This is an optimization exercise on Yosys and OpenROAD, whose aim is small area, a short achievable clock period and few clock cycles per item, not a production implementation.
No functional check of the RTL was part of any run shown here.
Power is estimated from default activity; no workload was simulated.

===== flow/config.mk =====
export PLATFORM = sky130hd
export DESIGN_NAME = crc_link
export DESIGN_NICKNAME = crc_link
export VERILOG_FILES = /design/flow/design.v
export SDC_FILE = /design/flow/constraint.sdc
export NUM_CORES = 8
export LEC_CHECK = 0
export CAP_MARGIN = 20
export CORE_MARGIN = 2
export CORE_UTILIZATION = 60
export CTS_BUF_LIST = sky130_fd_sc_hd__clkbuf_16
export CTS_CLUSTER_DIAMETER = 100
export CTS_CLUSTER_SIZE = 20
export PLACE_DENSITY = 0.7
export SLEW_MARGIN = 20
export TNS_END_PERCENT = 100

===== flow/constraint.sdc =====
create_clock -name core_clock -period 10.0 [get_ports {clk}]
set_input_delay 2.0000 -clock core_clock [delete_from_list [all_inputs] [get_ports {clk}]]
set_output_delay 2.0000 -clock core_clock [all_outputs]
set_load 0.01 [all_outputs]

===== flow/design.v =====
module crc_link (
  input  wire        clk,
  input  wire        rst,
  input  wire        cmd_valid,
  output wire        cmd_ready,
  input  wire [3:0]  cmd_code,
  input  wire [15:0] cmd_a,
  input  wire [7:0]  cmd_b,
  output reg         resp_valid,
  output reg         resp_ok,
  output reg  [15:0] resp_data,
  output wire        rx_req,
  input  wire        rx_valid,
  input  wire [7:0]  rx_data,
  input  wire        rx_end,
  output wire        tx_valid,
  output wire [7:0]  tx_data,
  input  wire        tx_ready,
  input  wire        tx_fail
);
  localparam [3:0] C_CRCCLR   = 4'h1, C_CRCSTEP = 4'h2, C_FRAMECRC = 4'h3,
                   C_ENCODE   = 4'h4, C_DECODE  = 4'h5, C_RECEIVE  = 4'h6,
                   C_TRANSMIT = 4'h7, C_LDB     = 4'h9, C_STB      = 4'hA,
                   C_RDST     = 4'hB;
  function [15:0] m16;
    input [15:0] c;
    integer i;
    begin
      m16 = c;
      for (i = 0; i < 16; i = i + 1)
        m16 = {m16[14:0], 1'b0} ^ (m16[15] ? 16'h1021 : 16'h0000);
    end
  endfunction
  reg [511:0] bv;                  
  reg [15:0]  crc;                 
  reg [6:0]   n_q;                 
  reg [6:0]   pos;                 
  reg [9:0]   rem;                 
  reg         match_q;             
  reg [1:0]   err;                 
  reg         busy, done_f, fail_f, res_ok;
  reg         rdy_q, cq_v, mode_d;
  reg [15:0]  cq_a;
  reg [7:0]   cq_b;
  reg         v_clr, v_step, v_fsent, v_fjob, v_enc, v_dec, v_rcv, v_xmt, v_ldb, v_stb, v_rdst;
  reg         rx_req_q, tx_valid_q;
  reg [7:0]   tx_cur;              
  reg [7:0]   tx_q;                
  reg [15:0]  bk;                  
  reg         enc_pend;            
  reg         cache_v;             
  reg         s_act, xw, s_tx, s_res, s_fc;
  reg [4:0]   ra;                  
  reg         rxodd;               
  reg         s_fdone, s_z;
  reg [15:0]  tw;                  
  reg         tw_full, tw_fold;
  reg [7:0]   th;                  
  reg         got, rload, rfold;
  reg         rxw;                 
  reg         vpend;               
  reg         c_fix;               
  reg         rstart;              
  reg c_rop, c_rack, c_rlen, c_rpay, c_ran, c_top, c_ta1, c_trest, c_ta2, c_wait;
  assign cmd_ready = rdy_q;
  assign rx_req    = rx_req_q;
  assign tx_valid  = tx_valid_q;
  assign tx_data   = tx_q;
  wire [7:0] b0 = bv[7:0];
  wire [7:0] b1 = bv[15:8];
  wire [255:0] rd1;
  wire [127:0] rd2;
  wire [63:0]  rd3;
  wire [31:0]  rd4;
  genvar g;
  generate
    for (g = 0; g < 16; g = g + 1) begin : R1
      assign rd1[16*g +: 16] = ra[0] ? bv[32*g + 16 +: 16] : bv[32*g +: 16];
    end
    for (g = 0; g < 8; g = g + 1) begin : R2
      assign rd2[16*g +: 16] = ra[1] ? rd1[32*g + 16 +: 16] : rd1[32*g +: 16];
    end
    for (g = 0; g < 4; g = g + 1) begin : R3
      assign rd3[16*g +: 16] = ra[2] ? rd2[32*g + 16 +: 16] : rd2[32*g +: 16];
    end
    for (g = 0; g < 2; g = g + 1) begin : R4
      assign rd4[16*g +: 16] = ra[3] ? rd3[32*g + 16 +: 16] : rd3[32*g +: 16];
    end
  endgenerate
  wire [15:0] port = ra[4] ? rd4[31:16] : rd4[15:0];
  integer k;
  wire [15:0] ca = cmd_a;
  wire i_hi7z = (ca[15:7] == 9'd0);
  wire i_hi6z = i_hi7z & !ca[6];
  wire i_le64 = i_hi6z | (i_hi7z & (ca[5:0] == 6'd0));
  wire i_ge2  = |ca[15:1];
  wire i_ge4  = |ca[15:2];
  wire i_le60 = i_hi6z & ((ca[5:2] != 4'hF) | (ca[1:0] == 2'd0));
  wire i_lt6  = (ca[15:3] == 13'd0) & !(ca[2] & ca[1]);
  wire i_rdst_ok = (cmd_code == C_RDST) & i_lt6;
  wire [15:0] a = cq_a;
  wire v_any     = v_clr | v_step | v_fsent | v_fjob | v_enc | v_dec | v_rcv | v_xmt |
                   v_ldb | v_stb;
  wire acc       = v_rdst | (v_any & !busy);
  wire a_is_n    = (a[6:0] == n_q);
  wire fast      = !acc | v_dec | (v_rdst & (a[2:0] != 3'd1)) | (v_xmt & a_is_n);
  wire need_res  = enc_pend & !fast;
  wire need_fcrc = v_fjob & !busy & !(cache_v & a_is_n);
  wire go        = cq_v & !xw;
  wire exec      = go & !need_res & !need_fcrc;
  wire start_res = go & need_res;
  wire start_fc  = go & !need_res & need_fcrc;
  wire ex        = exec & acc;
  wire wr_ok     = cq_v & !busy & !xw & !enc_pend;
  wire w_stb     = wr_ok & v_stb;
  wire w_enc     = wr_ok & v_enc;
  wire [6:0] jn      = s_fc ? a[6:0] : n_q;               
  wire [5:0] klast   = jn[6:1] - 6'd2;                    
  wire       tx_live = c_top | c_ta1 | c_trest;
  wire       fetch   = s_act & !s_fdone & (!tw_full | !tx_live);
  wire       s_fold  = s_act & tw_fold;
  wire       s_zero  = s_act & s_fdone & !tw_fold & !s_z;
  wire       s_fin   = s_act & s_z;
  wire       fc_done = s_fin & s_fc;
  wire       st_tx   = ex & v_xmt;
  wire       s_start = st_tx | start_res | start_fc;
  wire [6:0] sn      = start_res ? n_q : a[6:0];
  wire       stream_free = !s_act | s_z;
  wire eq4f   = (rx_data == 8'h4F);
  wire len_ok = (rx_data < 8'd30);
  wire r_last = (rem == 10'd1);
  wire [6:0] tdist = n_q - pos;
  wire t_last = (tdist == 7'd1);
  wire nx_chi = (tdist == 7'd2);
  wire nx_clo = (tdist == 7'd3);
  wire [7:0] nb_c = pos[0] ? (nx_clo ? crc[7:0] : tw[7:0]) : (nx_chi ? crc[15:8] : th);
  wire rxm     = c_rop | c_rlen | c_rpay;
  wire rx_tk   = rxm & rx_valid;
  wire rop_tk  = c_rop & rx_valid;
  wire rlen_tk = c_rlen & rx_valid;
  wire rpay_tk = c_rpay & rx_valid;
  wire verify  = rpay_tk & r_last;
  wire [15:0] cfin = m16(crc);
  wire vmatch  = (cfin[7:0] == tw[7:0]) & (cfin[15:8] == rx_data);
  wire f_pay    = c_rpay & !rx_valid & rx_end & !got;    
  wire f_rx_pre = (c_rop & !rx_valid & rx_end) |
                  (c_rack & !tx_ready & tx_fail) |
                  (c_rlen & (rx_valid ? !len_ok : rx_end)) | c_fix;
  wire f_rx_post = c_ran & match_q & !tx_ready & tx_fail;
  wire f_bad     = c_ran & !match_q & (tx_ready | tx_fail);
  wire f_tx      = (c_top & !tx_ready & tx_fail) |
                   (c_ta1 & (rx_valid ? !eq4f : rx_end)) |
                   (c_trest & tx_fail & !(tx_ready & t_last)) |
                   (c_ta2 & (rx_valid ? !eq4f : rx_end));
  wire ok_end    = (c_ran & match_q & tx_ready) | (c_ta2 & rx_valid & eq4f);
  wire end_now   = ok_end | f_rx_pre | f_rx_post | f_bad | f_tx;
  wire n_rop   = (ex & v_rcv) | rcv_now | (c_rop & !rx_valid & !rx_end);
  wire n_rack  = rop_tk | (c_rack & !tx_ready & !tx_fail);
  wire n_rlen  = (c_rack & tx_ready) | (c_rlen & !rx_valid & !rx_end);
  wire n_rpay  = (rlen_tk & len_ok) |
                 (c_rpay & (rx_valid ? !r_last : (!rx_end | got)));
  wire n_ran   = verify | (c_ran & !tx_ready & !tx_fail);
  wire n_top   = st_tx | (c_top & !tx_ready & !tx_fail);
  wire n_ta1   = (c_top & tx_ready) | (c_ta1 & !rx_valid & !rx_end);
  wire n_trest = (c_ta1 & rx_valid & eq4f) |
                 (c_trest & (tx_ready ? (!t_last & !tx_fail) : !tx_fail));
  wire n_ta2   = (c_trest & tx_ready & t_last) | (c_ta2 & !rx_valid & !rx_end);
  wire tx_tk   = (c_top | c_trest) & tx_ready;
  wire [7:0] tx_next = st_tx ? b0 : !busy_e ? 8'h4F : verify ? (vmatch ? 8'h4F : 8'h46) :
                       tx_tk ? (c_top ? th : nb_c) : tx_cur;
  wire tw_use  = c_trest & tx_ready & pos[0] & !nx_clo;    
  wire       w_emb = s_fin & !s_fc;
  wire       w_en  = rxw | w_emb | w_enc | w_stb;
  wire [4:0] w_wa  = ra;
  wire [1:0] w_be  = rxw ? {rxodd, !rxodd} : (s_act | v_enc) ? 2'b11 : {a[0], !a[0]};
  wire [15:0] w_d  = rxw ? tw : s_act ? crc :
                     v_enc ? {a[8:1] - 8'd1, cq_b} : {cq_b, cq_b};
  always @(posedge clk) begin
    for (k = 0; k < 64; k = k + 1)
      if (w_en && w_wa == k / 2 && w_be[k % 2])
        bv[8*k +: 8] <= (k % 2) ? w_d[15:8] : w_d[7:0];
  end
  wire fresh  = rdy_q & cmd_valid;
  wire busy_e = busy & !(c_wait & stream_free);          
  wire direct = fresh & (busy_e | (mode_d & (cmd_code == C_RDST)));
  wire rcv_now = fresh & !busy_e & mode_d & (cmd_code == C_RECEIVE) & !enc_pend & !xw;
  wire to_q   = fresh & !direct & !rcv_now;
  wire okn = (ok_end | (c_wait & res_ok)) & stream_free;
  wire dn  = done_f | okn;
  wire df  = done_f | fail_f | okn;
  wire [15:0] status = {5'd0, fail_f, dn, busy & !okn, match_q, 1'b0, err, df, df, 1'b0, fail_f};
  wire [2:0]  rk = mode_d ? cmd_a[2:0] : a[2:0];
  reg  [15:0] rdst_val;
  always @* begin
    case (rk)
      3'd0:    rdst_val = status;
      3'd1:    rdst_val = crc;
      3'd2:    rdst_val = {9'd0, c_ran ? pos : n_q};    
      3'd3:    rdst_val = {9'd0, pos};
      3'd4:    rdst_val = {6'd0, rem};
      default: rdst_val = 16'd64;
    endcase
  end
  wire [7:0]  ldb_byte = a[0] ? port[15:8] : port[7:0];
  wire [15:0] rd_val = (mode_d | v_rdst) ? rdst_val : v_dec ? {b0, b1} : {8'd0, ldb_byte};
  wire consume  = exec | fc_done;
  wire held     = cq_v & !consume;
  wire enc_pend_n = (enc_pend & !(s_fin & s_res) & !st_tx) | w_enc;
  wire xw_n     = (xw & !s_fin) | start_res | start_fc;
  wire cache_kill = ex & (v_clr | v_step | v_enc | v_stb | v_rcv | v_xmt | v_fsent);
  wire in_xfer  = (cmd_code == C_RECEIVE) | (cmd_code == C_TRANSMIT);
  wire in_fc_miss = (cmd_code == C_FRAMECRC) &
                    !(cache_v & !cache_kill & (cmd_a == {9'd0, n_q}));
  always @(posedge clk) begin
    if (rdy_q) begin
      cq_a   <= cmd_a;
      cq_b   <= cmd_b;
      v_clr   <= cmd_code == C_CRCCLR;
      v_step  <= cmd_code == C_CRCSTEP;
      v_fsent <= (cmd_code == C_FRAMECRC) & i_le64 & (ca[0] | !i_ge2);
      v_fjob  <= (cmd_code == C_FRAMECRC) & i_le64 & !ca[0] & i_ge2;
      v_enc   <= (cmd_code == C_ENCODE) & !ca[0] & i_ge2 & i_le60;
      v_dec   <= cmd_code == C_DECODE;
      v_rcv   <= cmd_code == C_RECEIVE;
      v_xmt   <= (cmd_code == C_TRANSMIT) & !ca[0] & i_ge4 & i_le64;
      v_ldb   <= (cmd_code == C_LDB) & i_hi6z;
      v_stb   <= (cmd_code == C_STB) & i_hi6z;
      v_rdst  <= i_rdst_ok;
    end
    if (s_start)
      ra <= 5'd1;
    else if (s_act & !s_fin) begin
      if (fetch) ra <= ra + 5'd1;
    end else if (rxm) begin
      if (rx_valid) ra <= c_rop ? 5'd0 : pos[5:1];
    end else if (rdy_q)
      ra <= (cmd_code == C_ENCODE) ? 5'd0 : cmd_a[5:1];
    else
      ra <= v_enc ? 5'd0 : cq_a[5:1];
    if (rx_tk) rxodd <= !c_rop & pos[0];
    if (rop_tk) tw[7:0] <= rx_data;
    else if (rlen_tk) tw[15:8] <= rx_data;
    else if (rpay_tk) begin
      if (pos[0]) tw[15:8] <= rx_data; else tw[7:0] <= rx_data;
    end else if (fetch) tw <= port;
    tx_cur <= tx_next;
    tx_q   <= rst ? 8'h00 : tx_next;
    if (st_tx) th <= b1;
    else if (tw_use) th <= tw[15:8];
    if (!busy_e) bk <= crc;
    resp_data <= rd_val;
    if (rst) begin
      cq_v <= 1'b0; rdy_q <= 1'b1; mode_d <= 1'b0;
      resp_valid <= 1'b0; resp_ok <= 1'b0;
      rx_req_q <= 1'b0; tx_valid_q <= 1'b0;
      crc <= 16'd0; n_q <= 7'd0; pos <= 7'd0; rem <= 10'd0;
      match_q <= 1'b0; err <= 2'd0; busy <= 1'b0; done_f <= 1'b0; fail_f <= 1'b0;
      res_ok <= 1'b0; enc_pend <= 1'b0; cache_v <= 1'b0;
      s_act <= 1'b0; xw <= 1'b0; s_tx <= 1'b0; s_res <= 1'b0; s_fc <= 1'b0;
      s_fdone <= 1'b0; s_z <= 1'b0; tw_full <= 1'b0; tw_fold <= 1'b0;
      got <= 1'b0; rload <= 1'b0; rfold <= 1'b0; rxw <= 1'b0; vpend <= 1'b0; c_fix <= 1'b0;
      rstart <= 1'b0;
      {c_rop, c_rack, c_rlen, c_rpay, c_ran, c_top, c_ta1, c_trest, c_ta2, c_wait} <= 10'd0;
    end else begin
      cq_v   <= rdy_q ? to_q : held;
      rdy_q  <= !held & !(to_q & (xw_n | enc_pend_n | in_fc_miss | in_xfer));
      mode_d <= (ex & (v_rcv | v_xmt)) | (mode_d & !to_q);
      resp_valid <= consume | direct | rcv_now;
      resp_ok    <= (direct & i_rdst_ok) | rcv_now | (consume & (acc | fc_done));
      rstart     <= rcv_now;
      enc_pend   <= enc_pend_n;
      xw         <= xw_n;
      c_rop <= n_rop; c_rack <= n_rack; c_rlen <= n_rlen; c_rpay <= n_rpay; c_ran <= n_ran;
      c_top <= n_top; c_ta1 <= n_ta1; c_trest <= n_trest; c_ta2 <= n_ta2;
      rx_req_q   <= n_rop | n_rlen | n_rpay | n_ta1 | n_ta2;
      tx_valid_q <= n_rack | n_ran | n_top | n_trest;
      c_wait <= end_now | (c_wait & !stream_free);
      if (end_now) res_ok <= ok_end;
      if (busy & c_wait & stream_free) begin
        busy   <= 1'b0;
        done_f <= res_ok;
        fail_f <= !res_ok;
      end
      if (rstart) begin
        err <= 2'd0; match_q <= 1'b0; pos <= 7'd0; rem <= 10'd0; n_q <= 7'd0;
      end
      if (f_rx_pre | f_rx_post) err <= 2'd1;
      if (f_tx)  err <= 2'd2;
      if (f_bad) err <= 2'd3;
      rload <= rlen_tk & len_ok;
      rxw   <= rx_tk;
      vpend <= verify;
      c_fix <= f_pay;
      rfold <= rpay_tk & pos[0] & !r_last;
      if (rop_tk) pos <= 7'd1;
      if (rlen_tk) begin
        pos <= 7'd2;
        rem <= {1'b0, rx_data, 1'b0} + 10'd4;
        got <= 1'b0;
      end
      if (rpay_tk) begin
        pos <= pos + 7'd1;
        rem <= rem - 10'd1;
        got <= !rx_end;
      end else if (c_rpay & rx_end) begin
        got <= 1'b0;
      end
      if (verify) match_q <= vmatch;
      if (ok_end & c_ran) begin
        n_q     <= pos;
        cache_v <= 1'b1;
      end
      if (tx_tk) pos <= pos + 7'd1;
      if (tw_use) tw_full <= 1'b0;
      if (s_start) begin
        s_act   <= 1'b1;
        s_tx    <= st_tx;
        s_res   <= start_res;
        s_fc    <= start_fc;
        s_fdone <= (sn[6:1] < 6'd3);
        s_z     <= 1'b0;
        tw_full <= 1'b0;
        tw_fold <= 1'b0;
      end else begin
        if (fetch) begin
          s_fdone <= ({1'b0, ra} == klast);
          tw_full <= 1'b1;
        end
        tw_fold <= fetch;
        if (s_zero) s_z <= 1'b1;
        if (s_fin) begin
          s_act <= 1'b0;
          if (!s_fc) cache_v <= 1'b1;
        end
      end
      if (c_fix)
        crc <= bk;
      else if (vpend)
        crc <= cfin;
      else if (rload)
        crc <= {tw[7:0], tw[15:8]};
      else if (rfold | s_fold)
        crc <= m16(crc) ^ tw;
      else if (s_start)
        crc <= {b0, b1};
      else if (s_zero)
        crc <= cfin;
      else if (ex & v_clr)
        crc <= 16'd0;
      else if (ex & v_step)
        crc <= m16(crc) ^ a;
      else if (ex & v_fsent)
        crc <= 16'hFFFF;
      if (cache_kill | start_fc) cache_v <= 1'b0;
      if (ex & v_enc) n_q <= a[6:0] + 7'd4;
      if (ex & v_rcv) begin
        busy <= 1'b1; done_f <= 1'b0; fail_f <= 1'b0;
        err <= 2'd0; match_q <= 1'b0; pos <= 7'd0; rem <= 10'd0; n_q <= 7'd0;
      end
      if (st_tx) begin
        busy <= 1'b1; done_f <= 1'b0; fail_f <= 1'b0;
        err <= 2'd0; pos <= 7'd0; n_q <= a[6:0];
      end
      if (rcv_now) begin
        busy <= 1'b1; done_f <= 1'b0; fail_f <= 1'b0; cache_v <= 1'b0;
      end
    end
  end
endmodule

===== flow/flow/run.sh =====
#!/bin/bash
# Standard layout, asking the timing repair for more setup margin.
set -euo pipefail
bash standard.sh SETUP_SLACK_MARGIN=7.2 finish > make_finish.log 2>&1

===== flow/standard.sh =====
#!/bin/bash
# synth_recipe.tcl (not shown) runs the flow's synth.tcl, then flattens the netlist and writes it again
# the make line also repeats each setting of config.mk as NAME=value (left out here)
make -C /OpenROAD-flow-scripts/flow DESIGN_CONFIG=/design/flow/config.mk WORK_HOME=/design/flow/orfs CLKGATE_MAP_FILE= SYNTH_SCRIPT=/design/flow/synth_recipe.tcl "${@:-finish}"

==> results of run 1 <==
cells in the mapped netlist, types with 16 or more instances:
cell | count | area (sq um)
a31oi_1 | 29 | 181
nor2b_1 | 17 | 106
nand2_1 | 167 | 627
buf_1 | 16 | 60.1
a21oi_1 | 121 | 606
a22oi_1 | 17 | 128
clkbuf_1 | 122 | 458
o21ai_0 | 87 | 435
a211oi_1 | 24 | 180
nand3_1 | 41 | 205
nand2b_1 | 19 | 119
buf_2 | 16 | 80.1
nor2_1 | 222 | 833
mux2i_1 | 61 | 611
mux4_2 | 160 | 3600
inv_1 | 33 | 124
xor2_1 | 21 | 184
nor3_1 | 41 | 205
edfxtp_1 | 588 | 17700
xnor2_1 | 69 | 604
dfxtp_1 | 118 | 2360
o22ai_1 | 20 | 125
ha_1 | 21 | 263
kinds of logic (layout without fill, tap and decap cells):
group	Yosys count	count (layout)
AOI/OAI and AO/OA	441	441
and+or+nand+nor	610	610
adders and majority gates	22	22
muxes	235	235
xor gates and xnor gates	97	97
DFF	706	706
other	0	1
buffers and inverters	190	366
sequential cells by signal (all words and copies together), names as in the netlist, 7 cells and up:
| register | count |
|---|---|
| bv | 512 |
| bk | 16 |
| cq_a | 16 |
| crc | 16 |
| resp_data | 16 |
| tw | 16 |
| rem | 10 |
| cq_b | 8 |
| th | 8 |
| tx_cur | 8 |
| tx_q | 8 |
| n_q | 7 |
| pos | 7 |
worst register-to-register path: stages (launching register included):
cell and delay [ps]:
dfxtp_2 500, ha_1 340, nor3b_1 170, or4_4 450, a211oi_4 260, nand4b_1 140, buf_6 160, buf_12 150
mux2i_1 130, o221a_2 330, a2111oi_0 430
per-stage QoR:
step           setup WS [ps]  cells
3_3_place_gp            5410   2950
3_5_place_dp            5360   2950
4_1_cts                 6740   3116
2_1_floorplan           6400   2301
6_report                6760   3166
5_1_grt                 6700   3166
per-layer routing:
metal | GRT usage, % | up-vias | wire length (um)
met1 | 51.5 | 11400 | 39000
met4 | 20.8 | 0 | 7160
met5 | 0 | - | 0
met2 | 60.7 | 1800 | 51000
li1 | - | 9272 | -
met3 | 7.16 | 398 | 11900
where the power goes:
| part | leakage (nW) | total, W | switching (W) | internal, W |
|---|---|---|---|---|
| Sequential | 6.38 | 0.00348 | 0.000126 | 0.00336 |
| Clock | 0.682 | 0.00184 | 0.00101 | 0.000825 |
| Combinational | 5.69 | 0.00210 | 0.00119 | 0.000906 |
| Total | 12.7 | 0.00742 | 0.00233 | 0.00509 |
final timing paths:
| path | startpoint | endpoint | slack, ps | cells past startpoint |
|---|---|---|---|---|
| min | s_res | s_res | 480 | 2 |
| max | cmd_a[13] | resp_ok | 6760 | 7 |
| min reg2reg | s_res | s_res | 480 | 2 |
| max reg2reg | n_q[5] | tx_q[1] | 6770 | 10 |
timing repair:
action | in CTS | in global routing
pin swaps | 78 | 81
gates cloned | 8 | 2
endpoints found under the setup margin | 861 | 678
setup buffers | 91 | 46
gates resized for setup | 575 | 180
hold buffers | 0 | 0
cell type report:
cell class,count,area [sq um]
Sequential cell,706,20100
Multi-Input combinational cell,1405,13400
Clock inverter,22,148
Timing Repair Buffer,264,2740
Inverter,35,153
Antenna cell,1,2.50
Tap cell,688,861
Fill cell,3289,14200
Clock buffer,45,1130
==> impl_metrics.json, run 1 <==
{
  "crit_arrival_ps": 3810,
  "wirelength_um": 109000,
  "drt_iter0_drc": 3337,
  "fin_nets": 2519,
  "slew_violations": 0,
  "cellPowerDensity_nw_per_um2": 193,
  "peakVddDrop_uv": 212,
  "layout_commonest_cell": "edfxtp_1",
  "grt_pass1_vias": 21900,
  "synth_top_family_by_area": "multiplexers",
  "final_hold_viol_count": 0,
  "synth_xor_area_share_pct": 2.92,
  "syn-num-nets": 2366,
  "maxSlewHeadroom_pct": 32.7,
  "synth_edf_count": 588,
  "start_util_pct": 60.8,
  "dieArea_sq_um": 55400,
  "routedWlPerCell_um": 34.4,
  "total_leakage_power_nw": 12.7,
  "mostFrequentLayoutCells": "edfxtp_1, mux4_2, nand2_1, nor2_1, buf_4",
  "cp_num_buf_inv": 1,
  "cts_buffer_depth": 3,
  "area_growth_syn_to_layout_pct": 20.0,
  "timing.fmax_ghz": 0.309,
  "hp-class": "reg2reg",
  "crit_path_max_incr_delay_ps": 570,
  "clk_latency_ps": 640,
  "cts.clk_slew.worst_paths_ps": 90,
  "gr-usage-all-layers_pct": 38.5,
  "fin_area_sq_um": 38500,
  "postPlaceCellArea_sq_um": 33900,
  "dpl.hpwl_um": 65900,
  "avgSynthCellArea_sq_um": 13.9,
  "synth_seq_cells": 706,
  "synth_flop_cell": "edfxtp_1",
  "syn_area_sq_um": 32100,
  "worstPathRequired_ps": 10570,
  "final_core_util_pct": 73.0,
  "cts-root-buf": "clkbuf_16",
  "h-tree-depth": 2,
  "critPathKind": "in2reg",
  "period_needed_ps": 3240,
  "antenna_found_initial": 2,
  "viasPerCell": 7.21,
  "holdWs_ps": 476,
  "numCtsBuffers": 42,
  "syn_inst": 2301,
  "synth_warnings": 1,
  "path_cells": "buf_8 > nor4_4 > nand3_4 > or4b_4 > nor4b_4 > nand4_1 > a41oi_2",
  "yosysUniqueCellTypes": 87,
  "grt_pass1_wl_um": 154000,
  "fin_worst_skew_ps": 32.0,
  "drt-pass1-iter-count": 6,
  "cp_max_fo": 2,
  "die_w_um": 235,
  "start_kind": "primary input",
  "clock-sinks": 706,
  "synth_simple_gate_area_share_pct": 8.83,
  "place_congestion": 1.00,
  "ant_nets": 0,
  "final_layout_size_suffix_gt1_share_pct": 34.1,
  "port_buffers": 71,
  "crit_path_end_kind": "register",
  "rows": 84,
  "status": "no timing/DRC/antenna violations",
  "via_count": 22800,
  "slowest_stage": "or4b_4",
  "maxCapViolations": 0,
  "synth_compound_area_share_pct": 9.09,
  "async_reset_ff_share_pct": 0,
  "rsz0062_at_grt": "yes",
  "yosys.area_share.adder_pct": 0.881,
  "grt_overflow": 0,
  "period_share_pct": 32.4,
  "cts_tree": "done",
  "crit_family": "simple AND/OR/NAND/NOR gates",
  "tightest_slew_ps": 1010,
  "die_h_um": 235,
  "core_sq_um": 52800,
  "io_pins": 72,
  "seq_area_frac_synth_pct": 62.4,
  "p_total_w": 0.00742,
  "detail_route.drc_violations": 0,
  "setup_violations": 0,
  "grt_max_degree": 45,
  "setup-tns-final_ps": 0,
  "muxShareOfSynthArea_pct": 13.6
}
==> inputs of run 2 (changes only) <==
==> flow/flow/run.sh (replaced) <==
#!/bin/bash
# Standard layout, asking the timing repair for more setup margin.
set -euo pipefail
bash standard.sh SETUP_SLACK_MARGIN=7 finish > make_finish.log 2>&1
==> impl_metrics.json, run 2 <==
{
  "rows": 84,
  "final_hold_viol_count": 0,
  "setup-tns-final_ps": 0,
  "port_buffers": 71,
  "cp_max_fo": 2,
  "numCtsBuffers": 41,
  "place_congestion": 0.991,
  "wirelength_um": 101000,
  "path_cells": "buf_8 > nor4_4 > nand3_4 > or4b_4 > nor4b_4 > nand4_1 > a41oi_1",
  "start_util_pct": 60.8,
  "r2r-end": "tx_q[0]",
  "seq_area_frac_synth_pct": 62.4,
  "total_leakage_power_nw": 12.3,
  "synth_warnings": 1,
  "dieArea_sq_um": 55400,
  "cts_tree": "done",
  "period_needed_ps": 3220,
  "area_growth_syn_to_layout_pct": 15.5,
  "maxCapViolations": 0,
  "rr_startpoint": "pos[2]",
  "grt_overflow": 0,
  "syn_inst": 2301,
  "gr-usage-all-layers_pct": 36.2,
  "status": "no timing/DRC/antenna violations",
  "h-tree-depth": 2,
  "period_share_pct": 32.2,
  "grt_pass1_wl_um": 146000,
  "dpl.hpwl_um": 65500,
  "layout_commonest_cell": "edfxtp_1",
  "die_h_um": 235,
  "synth_edf_count": 588,
  "maxSlewHeadroom_pct": 20.4,
  "crit_path_end_kind": "register",
  "viasPerCell": 7.02,
  "peakVddDrop_uv": 166,
  "ys_top_cells_by_area": "edfxtp_1, mux4_2, dfxtp_1",
  "r2r_slack_ps": 6780,
  "setup_violations": 0,
  "synth_seq_cells": 706,
  "grt_pass1_vias": 21100,
  "crit_arrival_ps": 3750,
  "hp-class": "reg2reg",
  "ant_nets": 0,
  "mostFrequentLayoutCells": "edfxtp_1, nand2_1, nor2_1, mux4_2, a21oi_1",
  "cts.clk_slew.worst_paths_ps": 100,
  "async_reset_ff_share_pct": 0,
  "grt_max_degree": 63,
  "worstPathRequired_ps": 10530,
  "start_kind": "primary input",
  "fin_nets": 2468,
  "timing.fmax_ghz": 0.310,
  "p_total_w": 0.00711,
  "diodes": 0,
  "cp_num_buf_inv": 1,
  "final_layout_size_suffix_gt1_share_pct": 28.8,
  "synth_top_area_share_pct": 55.0,
  "regMostFlops": "bv",
  "fin_area_sq_um": 37100,
  "r2r_cells": 11,
  "cts_buffer_depth": 3,
  "largest_register_ffs": 512,
  "min_to": "s_res",
  "routedWlPerCell_um": 32.4,
  "fin_cells": 3114,
  "detail_route.drc_violations": 0,
  "syn_area_sq_um": 32100,
  "drt_iter0_drc": 3147,
  "drt-pass1-iter-count": 6,
  "antenna_found_initial": 0,
  "critPathKind": "in2reg",
  "tightest_slew_ps": 1190,
  "rsz0062_at_grt": "yes",
  "clk_latency_ps": 620,
  "via_count": 21900,
  "avgSynthCellArea_sq_um": 13.9,
  "postPlaceCellArea_sq_um": 33800,
  "hp-start": "s_res",
  "die_w_um": 235,
  "slowest_stage": "or4b_4",
  "synth_flop_cell": "edfxtp_1",
  "clock-sinks": 706,
  "crit_path_max_incr_delay_ps": 540,
  "crit_family": "simple AND/OR/NAND/NOR gates",
  "yosysMostFrequentCell": "edfxtp_1",
  "cts-root-buf": "clkbuf_16",
  "min_path_cells": 2,
  "synth_largest_area_cell": "edfxtp_1",
  "ctsHoldBuffers": 0,
  "dp_cells": 2951,
  "fill_cells": 3524,
  "yosysUniqueCellTypes": 87,
  "cellPowerDensity_nw_per_um2": 192,
  "slew_violations": 0,
  "fin_worst_skew_ps": 38.9,
  "syn-num-nets": 2366,
  "core_sq_um": 52800,
  "yosys-top-cells-count": "edfxtp_1, nor2_1, nand2_1",
  "io_pins": 72
}
run 2: cell types whose count changed in the layout (fill, tap and decap cells not counted), moves of 7 or more:
| cell | before | now |
|---|---|---|
| a21oi_1 | 99 | 112 |
| a21oi_2 | 19 | 7 |
| buf_12 | 20 | 11 |
| buf_4 | 134 | 111 |
| buf_6 | 48 | 35 |
| nand2_1 | 144 | 161 |
| nand2_2 | 16 | 5 |
| nor2_1 | 144 | 160 |
| nor2_2 | 22 | 49 |
| nor2_4 | 56 | 13 |
| o21ai_0 | 38 | 52 |
| o21ai_2 | 24 | 17 |
run 2: metrics by stage:
stage	hold slack [ps]	utilization, %	setup WS [ps]
CTS	466	68.5	6780
finish	463	70.3	6780
detailed placement	452	64.1	5110
global placement	443	64.1	5140
global route	505	70.3	6730
floorplan	403	-	6400
run 2: worst reg2reg max path: cells and delay by family, from the launching register on:
family / cells / cell delay (ps)
adders and majority gates: 1 / 270
buffers and inverters: 2 / 300
muxes: 1 / 210
DFF: 1 / 380
and+or+nand+nor: 5 / 1490
AOI/OAI and AO/OA: 2 / 510
run 2: worst max-delay path by stage:
stage / startpoint / endpoint / slack [ps] / cells past startpoint
finish: cmd_a[13] / resp_ok / 6780 / 7
global route: pos[2] / tx_q[0] / 6730 / 11
CTS: rdy_q / cmd_ready / 6780 / 2
detailed placement: rx_valid / tx_q[1] / 5110 / 7
global placement: rx_valid / tx_q[0] / 5140 / 8
floorplan: rx_data[3] / tx_q[0] / 6400 / 8
run 2: cells by family after synthesis:
group                    count (synthesis)  synth area share (%)
flip-flops                             706                  62.4
AND/OR/NAND/NOR                        610                  8.83
AO/OA/AOI/OAI                          441                  9.09
multiplexers                           235                  13.6
buffers and inverters                  190                  2.29
XOR/XNOR                                97                  2.92
adder cells (fa/ha/maj)                 22                 0.881
run 2: final cells by class:
class | instances | area, sq um | share of cell area, %
multi-input cells | 1405 | 12700 | 34.2
clock inverters | 25 | 114 | 0.307
repair buffers | 214 | 2130 | 5.75
flip-flops and latches | 706 | 20100 | 54.2
inverters | 35 | 148 | 0.398
well taps | 688 | 861 | 2.32
clock buffers | 41 | 1030 | 2.77
run 2: what timing repair did:
item,in CTS,in global routing
gates resized for setup,426,150
setup buffers,55,35
setup endpoints to repair,798,527
pin swaps,42,52
cloned,3,4
run 2: per-layer routing:
metal / part of all wire [%] / vias to the layer above / global-route usage, %
met3: 10 / 321 / 6.78
met2: 46 / 1433 / 56.4
met4: 6.7 / 0 / 19.1
li1: - / 9154 / -
met1: 37 / 11000 / 49.2
met5: 0 / - / 0
run 2: report_power, final:
group          internal [W]  switching [W]  total [W]
Combinational      0.000822        0.00108    0.00191
Clock              0.000750       0.000962    0.00171
Sequential          0.00336       0.000135    0.00349
==> inputs of run 3 (changes only) <==
--- a/flow/design.v
+++ b/flow/design.v
@@ -48,3 +48,2 @@
   reg [7:0]   tx_q;                
-  reg [15:0]  bk;                  
   reg         enc_pend;            
@@ -61,3 +60,2 @@
   reg         vpend;               
-  reg         c_fix;               
   reg         rstart;              
@@ -142,3 +140,5 @@
   wire verify  = rpay_tk & r_last;
-  wire [15:0] cfin = m16(crc);
+  wire        racc = c_rlen | c_rpay | c_ran;
+  wire [15:0] cfin = m16(racc ? {th, tx_cur} : crc);
+  wire [15:0] rfv  = cfin ^ tw;                          
   wire vmatch  = (cfin[7:0] == tw[7:0]) & (cfin[15:8] == rx_data);
@@ -147,3 +147,3 @@
                   (c_rack & !tx_ready & tx_fail) |
-                  (c_rlen & (rx_valid ? !len_ok : rx_end)) | c_fix;
+                  (c_rlen & (rx_valid ? !len_ok : rx_end)) | f_pay;
   wire f_rx_post = c_ran & match_q & !tx_ready & tx_fail;
@@ -168,4 +168,7 @@
   wire tx_tk   = (c_top | c_trest) & tx_ready;
-  wire [7:0] tx_next = st_tx ? b0 : !busy_e ? 8'h4F : verify ? (vmatch ? 8'h4F : 8'h46) :
-                       tx_tk ? (c_top ? th : nb_c) : tx_cur;
+  wire [7:0] tx_tkb  = c_top ? th : nb_c;
+  wire [7:0] tx_cn   = st_tx ? b0 : !busy_e ? 8'h4F : rload ? tw[15:8] : rfold ? rfv[7:0] :
+                       tx_tk ? tx_tkb : tx_cur;
+  wire [7:0] tx_qn   = st_tx ? b0 : !busy_e ? 8'h4F : verify ? (vmatch ? 8'h4F : 8'h46) :
+                       c_ran ? (match_q ? 8'h4F : 8'h46) : tx_tk ? tx_tkb : tx_cur;
   wire tw_use  = c_trest & tx_ready & pos[0] & !nx_clo;    
@@ -245,7 +248,8 @@
     end else if (fetch) tw <= port;
-    tx_cur <= tx_next;
-    tx_q   <= rst ? 8'h00 : tx_next;
+    tx_cur <= tx_cn;
+    tx_q   <= rst ? 8'h00 : tx_qn;
     if (st_tx) th <= b1;
+    else if (rload) th <= tw[7:0];
+    else if (rfold) th <= rfv[15:8];
     else if (tw_use) th <= tw[15:8];
-    if (!busy_e) bk <= crc;
     resp_data <= rd_val;
@@ -260,3 +264,3 @@
       s_fdone <= 1'b0; s_z <= 1'b0; tw_full <= 1'b0; tw_fold <= 1'b0;
-      got <= 1'b0; rload <= 1'b0; rfold <= 1'b0; rxw <= 1'b0; vpend <= 1'b0; c_fix <= 1'b0;
+      got <= 1'b0; rload <= 1'b0; rfold <= 1'b0; rxw <= 1'b0; vpend <= 1'b0;
       rstart <= 1'b0;
@@ -292,3 +296,2 @@
       vpend <= verify;
-      c_fix <= f_pay;
       rfold <= rpay_tk & pos[0] & !r_last;
@@ -335,9 +338,5 @@
       end
-      if (c_fix)
-        crc <= bk;
-      else if (vpend)
+      if (vpend)
         crc <= cfin;
-      else if (rload)
-        crc <= {tw[7:0], tw[15:8]};
-      else if (rfold | s_fold)
+      else if (s_fold)
         crc <= m16(crc) ^ tw;
==> impl_metrics.json, run 3 <==
{
  "hp-class": "reg2reg",
  "start_util_pct": 60.8,
  "numCtsBuffers": 40,
  "drt_iter0_drc": 2714,
  "cp_max_fo": 7,
  "path_cells": "ha_2 > a21o_1 > a21oi_1 > mux2i_1 > or4_4 > nor3_4 > buf_12 > mux2_4 > a211oi_4 > nor2_1 > a221o_1",
  "syn_area_sq_um": 32000,
  "fin_worst_skew_ps": 30.2,
  "fin_area_sq_um": 37200,
  "async_reset_ff_share_pct": 0,
  "die_w_um": 235,
  "maxSlewHeadroom_pct": 31.4,
  "rsz0062_at_grt": "yes",
  "mostFrequentLayoutCells": "edfxtp_1, mux4_2, nor2_1",
  "largest_register_ffs": 512,
  "via_count": 21600,
  "timing.fmax_ghz": 0.293,
  "cts-root-buf": "clkbuf_16",
  "yosysMostFrequentCell": "edfxtp_1",
  "worstPathRequired_ps": 10490,
  "layout_commonest_cell": "edfxtp_1",
  "min_path_cells": 2,
  "routedWlPerCell_um": 31.3,
  "clock-sinks": 689,
  "crit_family": "compound AO/OA/AOI/OAI gates",
  "slew_violations": 0,
  "wirelength_um": 97900,
  "r2r-end": "tx_cur[5]",
  "dpl.hpwl_um": 64800,
  "dieArea_sq_um": 55200,
  "cellPowerDensity_nw_per_um2": 187,
  "synth_warnings": 1,
  "gr-usage-all-layers_pct": 35.3,
  "fin_cells": 3131,
  "ys_top_cells_by_area": "edfxtp_1, mux4_2, dfxtp_1",
  "r2r_cells": 11,
  "place_congestion": 1.00,
  "r2r_slack_ps": 6580,
  "port_buffers": 71,
  "yosysUniqueCellTypes": 86,
  "detail_route.drc_violations": 0,
  "start_kind": "register",
  "syn_inst": 2331,
  "rr_startpoint": "n_q[4]",
  "postPlaceCellArea_sq_um": 33700,
  "min_to": "s_res",
  "io_pins": 72,
  "final_hold_viol_count": 0,
  "synth_flop_cell": "edfxtp_1",
  "diodes": 0,
  "regMostFlops": "bv",
  "drt-pass1-iter-count": 6,
  "ant_nets": 0,
  "dp_cells": 2980,
  "rows": 84,
  "viasPerCell": 6.91,
  "critPathKind": "reg2reg",
  "cts_tree": "done",
  "fin_nets": 2486,
  "peakVddDrop_uv": 213,
  "syn-num-nets": 2396,
  "grt_max_degree": 58,
  "total_leakage_power_nw": 12.2,
  "avgSynthCellArea_sq_um": 13.7,
  "grt_pass1_vias": 20700,
  "cts_buffer_depth": 3,
  "crit_arrival_ps": 3900,
  "grt_pass1_wl_um": 143000,
  "tightest_slew_ps": 1020,
  "cp_num_buf_inv": 1,
  "yosys-top-cells-count": "edfxtp_1, nor2_1, nand2_1",
  "grt_overflow": 0,
  "clk_latency_ps": 610,
  "final_layout_size_suffix_gt1_share_pct": 29.2,
  "h-tree-depth": 2,
  "area_growth_syn_to_layout_pct": 16.0,
  "maxCapViolations": 0,
  "fill_cells": 3454,
  "ctsHoldBuffers": 0,
  "status": "no timing/DRC/antenna violations",
  "seq_area_frac_synth_pct": 61.0,
  "core_sq_um": 52700,
  "synth_edf_count": 572,
  "crit_path_max_incr_delay_ps": 590,
  "cts.clk_slew.worst_paths_ps": 100,
  "slowest_stage": "or4_4",
  "die_h_um": 235,
  "period_needed_ps": 3420,
  "setup_violations": 0,
  "hp-start": "s_res",
  "period_share_pct": 34.2,
  "antenna_found_initial": 0,
  "setup-tns-final_ps": 0,
  "synth_top_area_share_pct": 53.6,
  "crit_path_end_kind": "register",
  "synth_seq_cells": 689,
  "cp-startpoint": "n_q[4]",
  "synth_largest_area_cell": "edfxtp_1"
}
## run 3: cells by family (layout without fill, tap and decap cells)
| logic type | count (synthesis) | count (layout) | synth area share, % |
|---|---|---|---|
| muxes | 232 | 232 | 13.7 |
| DFF | 689 | 689 | 61.0 |
| xor gates and xnor gates | 160 | 160 | 5.13 |
| adders and majority gates | 22 | 22 | 0.883 |
| AOI/OAI and AO/OA | 427 | 427 | 8.26 |
| and+or+nand+nor | 609 | 609 | 8.76 |
| buffers and inverters | 192 | 304 | 2.31 |
## run 3: routing by layer
| metal | GRT usage (%) | vias to the layer above | wire length [um] |
|---|---|---|---|
| li1 | - | 9104 | - |
| met1 | 48.0 | 11000 | 36900 |
| met2 | 55.8 | 1271 | 46600 |
| met3 | 5.62 | 299 | 8640 |
| met4 | 18.1 | 0 | 5750 |
| met5 | 0 | - | 0 |
## run 3: metrics by stage
step	power, W	hold slack (ps)	utilization, %	worst slack, ps
after floorplan	0.00444	437	-	6380
after global placement	0.00497	447	64.1	5430
after detailed placement	0.00499	451	64.1	5340
after CTS	0.00683	463	69.0	6540
after global routing	0.00713	500	70.6	6480
final	0.00695	464	70.6	6580
## run 3: power by group
group	total, W	internal [W]	switching, W
sequential	0.00335	0.00324	0.000111
combinational	0.00188	0.000805	0.00108
clock	0.00172	0.000777	0.000939
total	0.00695	0.00482	0.00213
## run 3: final cells by class
type                    count  area, sq um  share of cell area (%)
clock inverters            23          155                   0.418
clock buffers              41         1030                    2.76
flip-flops and latches    689        19600                    52.8
inverters                  44          169                   0.455
well taps                 688          861                    2.32
repair buffers            196         1870                    5.02
multi-input cells        1450        13500                    36.2
## run 3: worst max path at each step
stage	endpoint	slack, ps	cells after the start
2_1_floorplan	v_fjob	6380	5
3_3_place_gp	resp_data[2]	5430	9
3_5_place_dp	resp_data[2]	5340	9
4_1_cts	tx_cur[5]	6540	14
5_1_grt	tx_cur[5]	6480	14
6_report	tx_cur[5]	6580	11
## run 3: tightest hold or removal path, delay by kind of cell (launching register included)
family          cells  cell delay [ps]
flops               1              320
simple gates        1               50
compound gates      1               50
## run 3: what timing repair did
item | in CTS | in global routing
resized for setup | 488 | 160
setup endpoints to repair | 770 | 586
buffers inserted | 56 | 29
pin swaps | 46 | 47
cloned | 1 | 1
==> inputs of run 4 (changes only) <==
==> flow/flow/run.sh (replaced) <==
#!/bin/bash
# Standard layout, asking the timing repair for more setup margin.
set -euo pipefail
bash standard.sh SETUP_SLACK_MARGIN=7 RECOVER_POWER=100 finish > make_finish.log 2>&1
==> impl_metrics.json, run 4 <==
{
  "min_path_cells": 2,
  "core_sq_um": 52700,
  "postPlaceCellArea_sq_um": 33700,
  "start_util_pct": 60.8,
  "fin_ws_ps": 4240,
  "clock-sinks": 689,
  "min_to": "s_res",
  "die_h_um": 235,
  "mostFrequentLayoutCells": "edfxtp_1, nor2_1, mux4_2",
  "tightest_slew_ps": 3630,
  "preCtsSetupSlack_ps": 5340,
  "rr_startpoint": "s_act",
  "final_layout_size_suffix_gt1_share_pct": 22.3,
  "syn-num-nets": 2396,
  "fin_nets": 2486,
  "grt_max_degree": 58,
  "yosysMostFrequentCell": "edfxtp_1",
  "seq_area_frac_synth_pct": 61.0,
  "synth_seq_cells": 689,
  "routedWlPerCell_um": 31.2,
  "yosysUniqueCellTypes": 86,
  "crit_arrival_ps": 6260,
  "grt_pass1_wl_um": 143000,
  "ant_nets": 0,
  "cellPowerDensity_nw_per_um2": 190,
  "ys_top_cells_by_area": "edfxtp_1, mux4_2, dfxtp_1",
  "timing.fmax_ghz": 0.174,
  "dieArea_sq_um": 55200,
  "cts.clk_slew.worst_paths_ps": 90,
  "cp_max_fo": 57,
  "die_w_um": 235,
  "dpl.hpwl_um": 64800,
  "largest_register_ffs": 512,
  "setup_violations": 0,
  "ctsHoldBuffers": 0,
  "wirelength_um": 97700,
  "r2r-end": "bv[497]",
  "yosys-top-cells-count": "edfxtp_1, nor2_1, nand2_1",
  "slew_violations": 386,
  "syn_area_sq_um": 32000,
  "crit_path_end_kind": "register",
  "grt_overflow": 0,
  "total_leakage_power_nw": 11.9,
  "period_needed_ps": 5760,
  "syn_inst": 2331,
  "gr-usage-all-layers_pct": 35.3,
  "period_share_pct": 57.6,
  "port_buffers": 71,
  "antenna_found_initial": 0,
  "fin_cells": 3131,
  "layout_commonest_cell": "edfxtp_1",
  "avgSynthCellArea_sq_um": 13.7,
  "cts-root-buf": "clkbuf_16",
  "fin_area_sq_um": 36200,
  "rsz0062_at_grt": "yes",
  "fin_worst_skew_ps": 24.7,
  "synth_flop_cell": "edfxtp_1",
  "place_congestion": 1.00,
  "synth_top_area_share_pct": 53.6,
  "r2r_slack_ps": 4790,
  "area_growth_syn_to_layout_pct": 13.1,
  "holdWs_ps": 464,
  "h-tree-depth": 2,
  "r2r_cells": 3,
  "viasPerCell": 6.89,
  "drt_iter0_drc": 2779,
  "critPathKind": "in2reg",
  "io_pins": 72,
  "hp-start": "s_res",
  "async_reset_ff_share_pct": 0,
  "rows": 84,
  "start_kind": "primary input",
  "worstPathRequired_ps": 10500,
  "final_hold_viol_count": 0,
  "maxSlewHeadroom_pct": -144,
  "status": "complete, but fails checks",
  "hp-class": "reg2reg",
  "grt_pass1_vias": 20700,
  "setup-tns-final_ps": 0,
  "dp_cells": 2980,
  "synth_largest_area_cell": "edfxtp_1",
  "regMostFlops": "bv",
  "synth_warnings": 1,
  "synth_edf_count": 572,
  "diodes": 0,
  "detail_route.drc_violations": 0,
  "peakVddDrop_uv": 225,
  "numCtsBuffers": 40,
  "violatedChecks": "capacitance limit, slew limit",
  "via_count": 21600,
  "cts_buffer_depth": 3,
  "cts_tree": "done",
  "maxCapViolations": 15,
  "clk_latency_ps": 610,
  "drt-pass1-iter-count": 10
}
[run 4: per-layer routing]
metal  up-vias  GRT usage [%]  part of all wire [%]
met5         -              0                     0
met4         0           18.1                   6.3
met3       304           5.62                   8.5
met2      1266           55.8                    47
met1     10900           48.0                    38
li1       9084              -                     -
[run 4: layout make-up]
type	instances	area [sq um]
Inverter	44	166
Clock buffer	41	1030
Tap cell	688	861
Timing Repair Buffer	196	1670
Multi-Input combinational cell	1450	12700
Clock inverter	23	155
Fill cell	3645	16400
Sequential cell	689	19600
[run 4: cell families after synthesis]
| logic type | share of synthesized area (%) |
|---|---|
| AOI/OAI and AO/OA | 8.26 |
| xor gates and xnor gates | 5.13 |
| adders and majority gates | 0.883 |
| buffers and inverters | 2.31 |
| DFF | 61.0 |
| muxes | 13.7 |
| and+or+nand+nor | 8.76 |
[run 4: report_power, final]
| part | switching [W] | internal [W] | leakage (nW) |
|---|---|---|---|
| Combinational | 0.00104 | 0.000779 | 5.06 |
| Clock | 0.000938 | 0.000777 | 0.635 |
| Sequential | 0.000110 | 0.00325 | 6.18 |
[run 4: worst max-delay path by stage]
stage / start / to / depth (start not counted)
floorplan: cmd_a[4] / v_fjob / 5
global route: rst / rem[3] / 5
global placement: rx_valid / resp_data[2] / 9
CTS: n_q[0] / tx_cur[5] / 14
finish: rst / cache_v / 6
detailed placement: rx_valid / resp_data[2] / 9
[run 4: stage by stage]
stage,utilization (%),total power (W)
5_1_grt,68.8,0.00708
2_1_floorplan,-,0.00444
6_report,68.8,0.00689
3_3_place_gp,64.1,0.00497
4_1_cts,69.0,0.00683
3_5_place_dp,64.1,0.00499
[run 4: worst max-delay path, stage by stage]
cell and delay (ps):
buf_2 80, clkbuf_1 2360, clkinvlp_2 980, clkbuf_1 510
o211ai_1 230, a211oi_1 80
[run 4: timing repair]
item,in CTS,in global routing
buffers inserted,56,29
pin swaps,46,47
gates resized for setup,488,160
gates cloned,1,1
setup endpoints to repair,770,586
==> inputs of run 5 (changes only) <==
--- a/flow/design.v
+++ b/flow/design.v
@@ -58,2 +58,3 @@
   reg         got, rload, rfold;
+  reg         t_last, nx_chi, nx_clo;
   reg         rxw;                 
@@ -130,5 +131,2 @@
   wire [6:0] tdist = n_q - pos;
-  wire t_last = (tdist == 7'd1);
-  wire nx_chi = (tdist == 7'd2);
-  wire nx_clo = (tdist == 7'd3);
   wire [7:0] nb_c = pos[0] ? (nx_clo ? crc[7:0] : tw[7:0]) : (nx_chi ? crc[15:8] : th);
@@ -272,3 +270,3 @@
       resp_valid <= consume | direct | rcv_now;
-      resp_ok    <= (direct & i_rdst_ok) | rcv_now | (consume & (acc | fc_done));
+      resp_ok    <= (fresh & (busy_e | mode_d) & i_rdst_ok) | rcv_now | (consume & (acc | fc_done));
       rstart     <= rcv_now;
@@ -311,3 +309,3 @@
       if (verify) match_q <= vmatch;
-      if (ok_end & c_ran) begin
+      if (c_ran & match_q & tx_ready) begin
         n_q     <= pos;
@@ -317,2 +315,7 @@
       if (tw_use) tw_full <= 1'b0;
+      if (st_tx) begin
+        t_last <= 1'b0; nx_chi <= 1'b0; nx_clo <= 1'b0;    
+      end else if (tx_tk) begin
+        t_last <= nx_chi; nx_chi <= nx_clo; nx_clo <= (tdist == 7'd4);
+      end
       if (s_start) begin
==> flow/flow/run.sh (replaced) <==
#!/bin/bash
# Standard layout, asking the timing repair for more setup margin.
set -euo pipefail
bash standard.sh SETUP_SLACK_MARGIN=7 finish > make_finish.log 2>&1
==> impl_metrics.json, run 5 <==
{
  "cts_buffer_depth": 3,
  "layout_commonest_cell": "edfxtp_1",
  "synth_xor_area_share_pct": 5.34,
  "syn_inst": 2293,
  "grt_pass1_wl_um": 144000,
  "dpl.hpwl_um": 65400,
  "maxSlewHeadroom_pct": 11.6,
  "fin_area_sq_um": 36200,
  "async_reset_ff_share_pct": 0,
  "total_leakage_power_nw": 11.7,
  "cp_max_fo": 2,
  "hp-class": "reg2reg",
  "place_congestion": 0.992,
  "port_buffers": 71,
  "crit_cells": 7,
  "final_hold_viol_count": 0,
  "setup_violations": 0,
  "start_util_pct": 60.9,
  "postPlaceCellArea_sq_um": 33600,
  "viasPerCell": 6.97,
  "r2r_cells": 6,
  "fin_worst_skew_ps": 24.2,
  "period_share_pct": 32.1,
  "dp_cells": 2931,
  "numCtsBuffers": 40,
  "syn_area_sq_um": 32000,
  "yosys.area_share.adder_pct": 0.820,
  "area_growth_syn_to_layout_pct": 13.0,
  "ant_nets": 0,
  "slowest_stage": "or3b_4",
  "synth_largest_area_cell": "edfxtp_1",
  "worstPathRequired_ps": 10520,
  "period_needed_ps": 3210,
  "avgSynthCellArea_sq_um": 14.0,
  "drt_iter0_drc": 2850,
  "path_cells": "buf_8 > nor4_4 > nand3_4 > or3b_4 > nor4b_4 > o2111ai_1 > a41oi_1",
  "grt_max_degree": 67,
  "die_h_um": 235,
  "yosysMostFrequentCell": "edfxtp_1",
  "peakVddDrop_uv": 200,
  "wirelength_um": 98900,
  "preCtsSetupSlack_ps": 5450,
  "gr-usage-all-layers_pct": 35.8,
  "rsz0062_at_grt": "yes",
  "dr_wl_met3_um": 9230,
  "crit_path_end_kind": "register",
  "start_kind": "primary input",
  "status": "no timing/DRC/antenna violations",
  "drt-met1-wl_um": 36600,
  "die_w_um": 235,
  "tightest_slew_ps": 1320,
  "regMostFlops": "bv",
  "drt-pass1-iter-count": 8,
  "synth_flop_cell": "edfxtp_1",
  "setup-tns-final_ps": 0,
  "seq_area_frac_synth_pct": 61.2,
  "ys_top_cells_by_area": "edfxtp_1, mux4_2, dfxtp_1",
  "antenna_found_initial": 0,
  "final_core_util_pct": 68.8,
  "min_path_cells": 2,
  "io_pins": 72,
  "grt_pass1_vias": 20800,
  "cts.clk_slew.worst_paths_ps": 90,
  "critPathKind": "in2reg",
  "crit_arrival_ps": 3740,
  "wl_met2_um": 47300,
  "synth_simple_gate_area_share_pct": 7.99,
  "final_layout_size_suffix_gt1_share_pct": 26.6,
  "mostFrequentLayoutCells": "edfxtp_1, mux4_2, nor2_1",
  "synth_warnings": 1,
  "diodes": 0,
  "dieArea_sq_um": 55300,
  "maxCapViolations": 0,
  "syn-num-nets": 2357,
  "clk_latency_ps": 610,
  "detail_route.drc_violations": 0,
  "synth_seq_cells": 692,
  "muxShareOfSynthArea_pct": 13.7,
  "via_count": 21300,
  "slew_violations": 0,
  "timing.fmax_ghz": 0.311,
  "synth_top_family_by_area": "multiplexers",
  "ctsHoldBuffers": 0,
  "routedWlPerCell_um": 32.4,
  "cellPowerDensity_nw_per_um2": 196,
  "rows": 84,
  "yosysUniqueCellTypes": 87,
  "h-tree-depth": 2,
  "yosys-top-cells-count": "edfxtp_1, nor2_1, mux4_2",
  "crit_path_max_incr_delay_ps": 440,
  "cts-root-buf": "clkbuf_16",
  "crit_family": "simple AND/OR/NAND/NOR gates",
  "fin_ws_ps": 6790,
  "synth_compound_area_share_pct": 8.61,
  "maxUsedRoutingLayer": "met4",
  "fin_nets": 2411,
  "grt_overflow": 0,
  "synth_top_area_share_pct": 53.9,
  "synth_edf_count": 575,
  "cts_tree": "done",
  "core_sq_um": 52700,
  "clock-sinks": 692,
  "fin_cells": 3049,
  "largest_register_ffs": 512,
  "cp_num_buf_inv": 1
}
## run 5: changes by cell type in the layout (fill, tap and decap cells not counted), sizes merged, moves of 9 or more
cell,change
clkbuf,-49
xor2,-15
a211oi,+14
o22ai,-9
xnor2,+26
nand2,-26
nor3,-19
inv,-22
clkdlybuf4s50,+9
buf,+14
a221oi,+11
a22oi,-10
## run 5: metal layers
metal | up-vias | track usage [%]
met1 | 10700 | 48.3
met4 | 0 | 17.5
li1 | 8906 | -
met2 | 1324 | 57.6
met5 | - | 0
met3 | 292 | 5.63
## run 5: where the power goes
| part | switching (W) | leakage (nW) | internal (W) | total [W] |
|---|---|---|---|---|
| combinational | 0.00116 | 4.91 | 0.000855 | 0.00201 |
| sequential | 0.000125 | 6.20 | 0.00327 | 0.00339 |
| clock | 0.000941 | 0.586 | 0.000746 | 0.00169 |
## run 5: worst paths after layout
check	from	slack, ps	to
setup / recovery	cmd_a[11]	6790	resp_ok
hold / removal	res_ok	510	res_ok
setup reg to reg	xw	6850	bv[66]
hold reg to reg	res_ok	510	res_ok
## run 5: logic make-up after synthesis
group / after synthesis
AO/OA/AOI/OAI: 433
XOR/XNOR: 171
adder cells (fa/ha/maj): 21
buffers and inverters: 186
flip-flops: 692
multiplexers: 233
AND/OR/NAND/NOR: 557
## run 5: area by class of cell
cell class	instances	area (sq um)
flip-flops and latches	692	19700
inverters	32	125
multi-input cells	1416	12900
fillers	3574	16400
repair buffers	165	1510
clock inverters	15	97.6
clock buffers	41	1030
well taps	688	861
## run 5: stage by stage
stage	power [W]	hold WS (ps)
2_1_floorplan	0.00458	458
4_1_cts	0.00699	509
3_3_place_gp	0.00516	470
3_5_place_dp	0.00517	487
6_report	0.00709	513
5_1_grt	0.00727	533
## run 5: worst reg2reg max path, stage by stage, from the launching register on
cell	delay [ps]
dfxtp_1	370
nand2b_1	210
nor4_1	510
nor3_1	280
nor2b_1	470
nand2_1	430
nor2_2	510
## run 5: repair_timing
item | 4_1_cts | 5_1_grt
resized for setup | 402 | 116
pin swaps | 24 | 28
endpoints found under the setup margin | 806 | 421
buffers inserted | 44 | 14
endpoints found under the hold margin | 0 | 0
cloned | 4 | 0
==> inputs of run 6 (changes only) <==
--- a/flow/config.mk
+++ b/flow/config.mk
@@ -11,4 +11,4 @@
 export CTS_BUF_LIST = sky130_fd_sc_hd__clkbuf_16
-export CTS_CLUSTER_DIAMETER = 100
-export CTS_CLUSTER_SIZE = 20
+export CTS_CLUSTER_DIAMETER = 120
+export CTS_CLUSTER_SIZE = 24
 export PLACE_DENSITY = 0.7
==> impl_metrics.json, run 6 <==
{
  "r2r_slack_ps": 6930,
  "peakVddDrop_uv": 151,
  "ctsHoldBuffers": 0,
  "yosysUniqueCellTypes": 87,
  "syn_inst": 2293,
  "maxSlewHeadroom_pct": 27.2,
  "fin_cells": 3037,
  "rows": 84,
  "fill_cells": 3597,
  "start_util_pct": 60.9,
  "numCtsBuffers": 34,
  "cellPowerDensity_nw_per_um2": 193,
  "clk_latency_ps": 610,
  "synth_edf_count": 575,
  "hp-start": "res_ok",
  "final_layout_size_suffix_gt1_share_pct": 26.3,
  "setup-tns-final_ps": 0,
  "fin_nets": 2403,
  "synth_warnings": 1,
  "cts_tree": "done",
  "grt_pass1_vias": 20600,
  "period_share_pct": 32.1,
  "async_reset_ff_share_pct": 0,
  "via_count": 21200,
  "synth_seq_cells": 692,
  "layout_commonest_cell": "edfxtp_1",
  "yosys-top-cells-count": "edfxtp_1, nor2_1, mux4_2",
  "cts_buffer_depth": 3,
  "setup_violations": 0,
  "cts-root-buf": "clkbuf_16",
  "min_to": "res_ok",
  "port_buffers": 71,
  "start_kind": "primary input",
  "crit_arrival_ps": 3740,
  "grt_overflow": 0,
  "synth_largest_area_cell": "edfxtp_1",
  "wirelength_um": 98800,
  "status": "no timing/DRC/antenna violations",
  "total_leakage_power_nw": 11.6,
  "r2r-end": "bv[323]",
  "antenna_found_initial": 0,
  "largest_register_ffs": 512,
  "area_growth_syn_to_layout_pct": 12.8,
  "p_total_w": 0.00697,
  "regMostFlops": "bv",
  "r2r_cells": 6,
  "mostFrequentLayoutCells": "edfxtp_1, mux4_2, nor2_1",
  "min_path_cells": 2,
  "clock-sinks": 692,
  "synth_top_area_share_pct": 53.9,
  "ant_nets": 0,
  "fin_worst_skew_ps": 41.2,
  "seq_area_frac_synth_pct": 61.2,
  "fin_area_sq_um": 36200,
  "syn_area_sq_um": 32000,
  "cp_max_fo": 2,
  "dpl.hpwl_um": 65400,
  "detail_route.drc_violations": 0,
  "cts.clk_slew.worst_paths_ps": 110,
  "crit_path_end_kind": "register",
  "period_needed_ps": 3210,
  "hp-class": "reg2reg",
  "tightest_slew_ps": 1090,
  "viasPerCell": 6.99,
  "gr-usage-all-layers_pct": 35.5,
  "routedWlPerCell_um": 32.5,
  "postPlaceCellArea_sq_um": 33600,
  "avgSynthCellArea_sq_um": 14.0,
  "die_h_um": 235,
  "die_w_um": 235,
  "drt-pass1-iter-count": 6,
  "maxCapViolations": 0,
  "ys_top_cells_by_area": "edfxtp_1, mux4_2, dfxtp_1",
  "yosysMostFrequentCell": "edfxtp_1",
  "syn-num-nets": 2357,
  "holdWs_ps": 520,
  "dp_cells": 2931,
  "diodes": 0,
  "core_sq_um": 52700,
  "dieArea_sq_um": 55300,
  "drt_iter0_drc": 2806,
  "synth_flop_cell": "edfxtp_1",
  "io_pins": 72,
  "final_hold_viol_count": 0,
  "place_congestion": 0.992,
  "rsz0062_at_grt": "yes",
  "slew_violations": 0,
  "critPathKind": "in2reg",
  "worstPathRequired_ps": 10530,
  "grt_max_degree": 67,
  "grt_pass1_wl_um": 143000,
  "rr_startpoint": "xw",
  "h-tree-depth": 2,
  "timing.fmax_ghz": 0.311
}
-- run 6: layout make-up --
class	count	area [sq um]	share of cell area, %
clock inverters	12	100	0.277
inverters	32	125	0.346
clock buffers	34	851	2.35
repair buffers	163	1520	4.21
multi-input cells	1416	13000	36.0
well taps	688	861	2.38
flip-flops and latches	692	19700	54.4
-- run 6: logic make-up after synthesis --
family,count (synthesis),synth area share (%)
muxes,233,13.7
and+or+nand+nor,557,7.99
DFF,692,61.2
adders and majority gates,21,0.820
buffers and inverters,186,2.39
AOI/OAI and AO/OA,433,8.61
xor gates and xnor gates,171,5.34
-- run 6: metrics by stage --
stage               util [%]  setup WS, ps
floorplan                  -          6560
global placement        63.8          5510
detailed placement      63.8          5450
CTS                     67.4          6770
global route            68.7          6740
finish                  68.7          6790
-- run 6: per-layer routing --
| metal | vias up | part of all wire (%) | global-route usage, % |
|---|---|---|---|
| met5 | - | 0 | 0 |
| met3 | 278 | 8.9 | 4.82 |
| met1 | 10800 | 37 | 48.2 |
| met2 | 1308 | 48 | 57.7 |
| met4 | 0 | 5.5 | 16.6 |
| li1 | 8885 | - | - |
-- run 6: worst max-delay path, cell delays in order --
cell and delay [ps]:
buf_8 100, nor4_4 320, nand3_4 210, or3b_4 440, nor4b_4 310, o2111ai_1 150, a41oi_1 210
-- run 6: where the power goes --
part,internal (W),switching [W]
Clock,0.000653,0.000899
Combinational,0.000858,0.00117
Sequential,0.00327,0.000123
Total,0.00478,0.00219
-- run 6: how the worst max path moves through the flow --
stage                           from           end  slack [ps]  cells past startpoint
final                      cmd_a[11]       resp_ok        6790                      7
after global routing       cmd_a[11]       resp_ok        6740                      7
after CTS                  cmd_a[13]       resp_ok        6770                      7
after detailed placement    rx_valid  resp_data[3]        5450                      9
after global placement      rx_valid  resp_data[3]        5510                      9
after floorplan           rx_data[5]        err[1]        6560                      8
-- run 6: what timing repair did --
item / 4_1_cts / 5_1_grt
cloned: 3 / 1
buffers inserted: 43 / 13
gates resized for setup: 410 / 122
endpoints found under the setup margin: 804 / 577
pin swaps: 24 / 24

[what the ideal ports hide]
The flow's constraints put no driver on any port. The routed layouts listed below were extracted and timed again, unchanged, in two steps.
Step 1 (the two cells are an assumption about what drives the block):
set clk [get_ports {clk}]
set_driving_cell -lib_cell sky130_fd_sc_hd__clkbuf_16 $clk
set_driving_cell -lib_cell sky130_fd_sc_hd__buf_2 [delete_from_list [all_inputs] $clk]
Step 2 times the ports against the registers' clock, not the clock port: input delays grow and output delays shrink by t, the midpoint of the rising clock arrivals with the driver on.
a / b / c = no drivers / after step 1 / after step 2; a / b = the first two.
run	shift t [ns]	setup slack, ns	worst register clock-pin slew, ns	worst slew at a driven data input, ns	cell pins on the clock port's net
run 1	0.692	6.763 / 6.714 / 6.093	0.10 / 0.10	0.10	1
run 2	0.657	6.776 / 6.741 / 6.141	0.10 / 0.10	0.15	1
run 3	0.659	6.584 / 6.584 / 6.321	0.10 / 0.10	0.06	1
run 4	0.655	4.237 / 4.276 / 3.620	0.10 / 0.10	0.06	1
run 5	0.662	6.786 / 6.762 / 6.142	0.10 / 0.10	0.07	1
run 6	0.652	6.786 / 6.746 / 6.150	0.12 / 0.12	0.06	1
The setup slack of run 1, which loses most, moves by -0.049 ns with the drivers and by -0.670 ns with both steps.
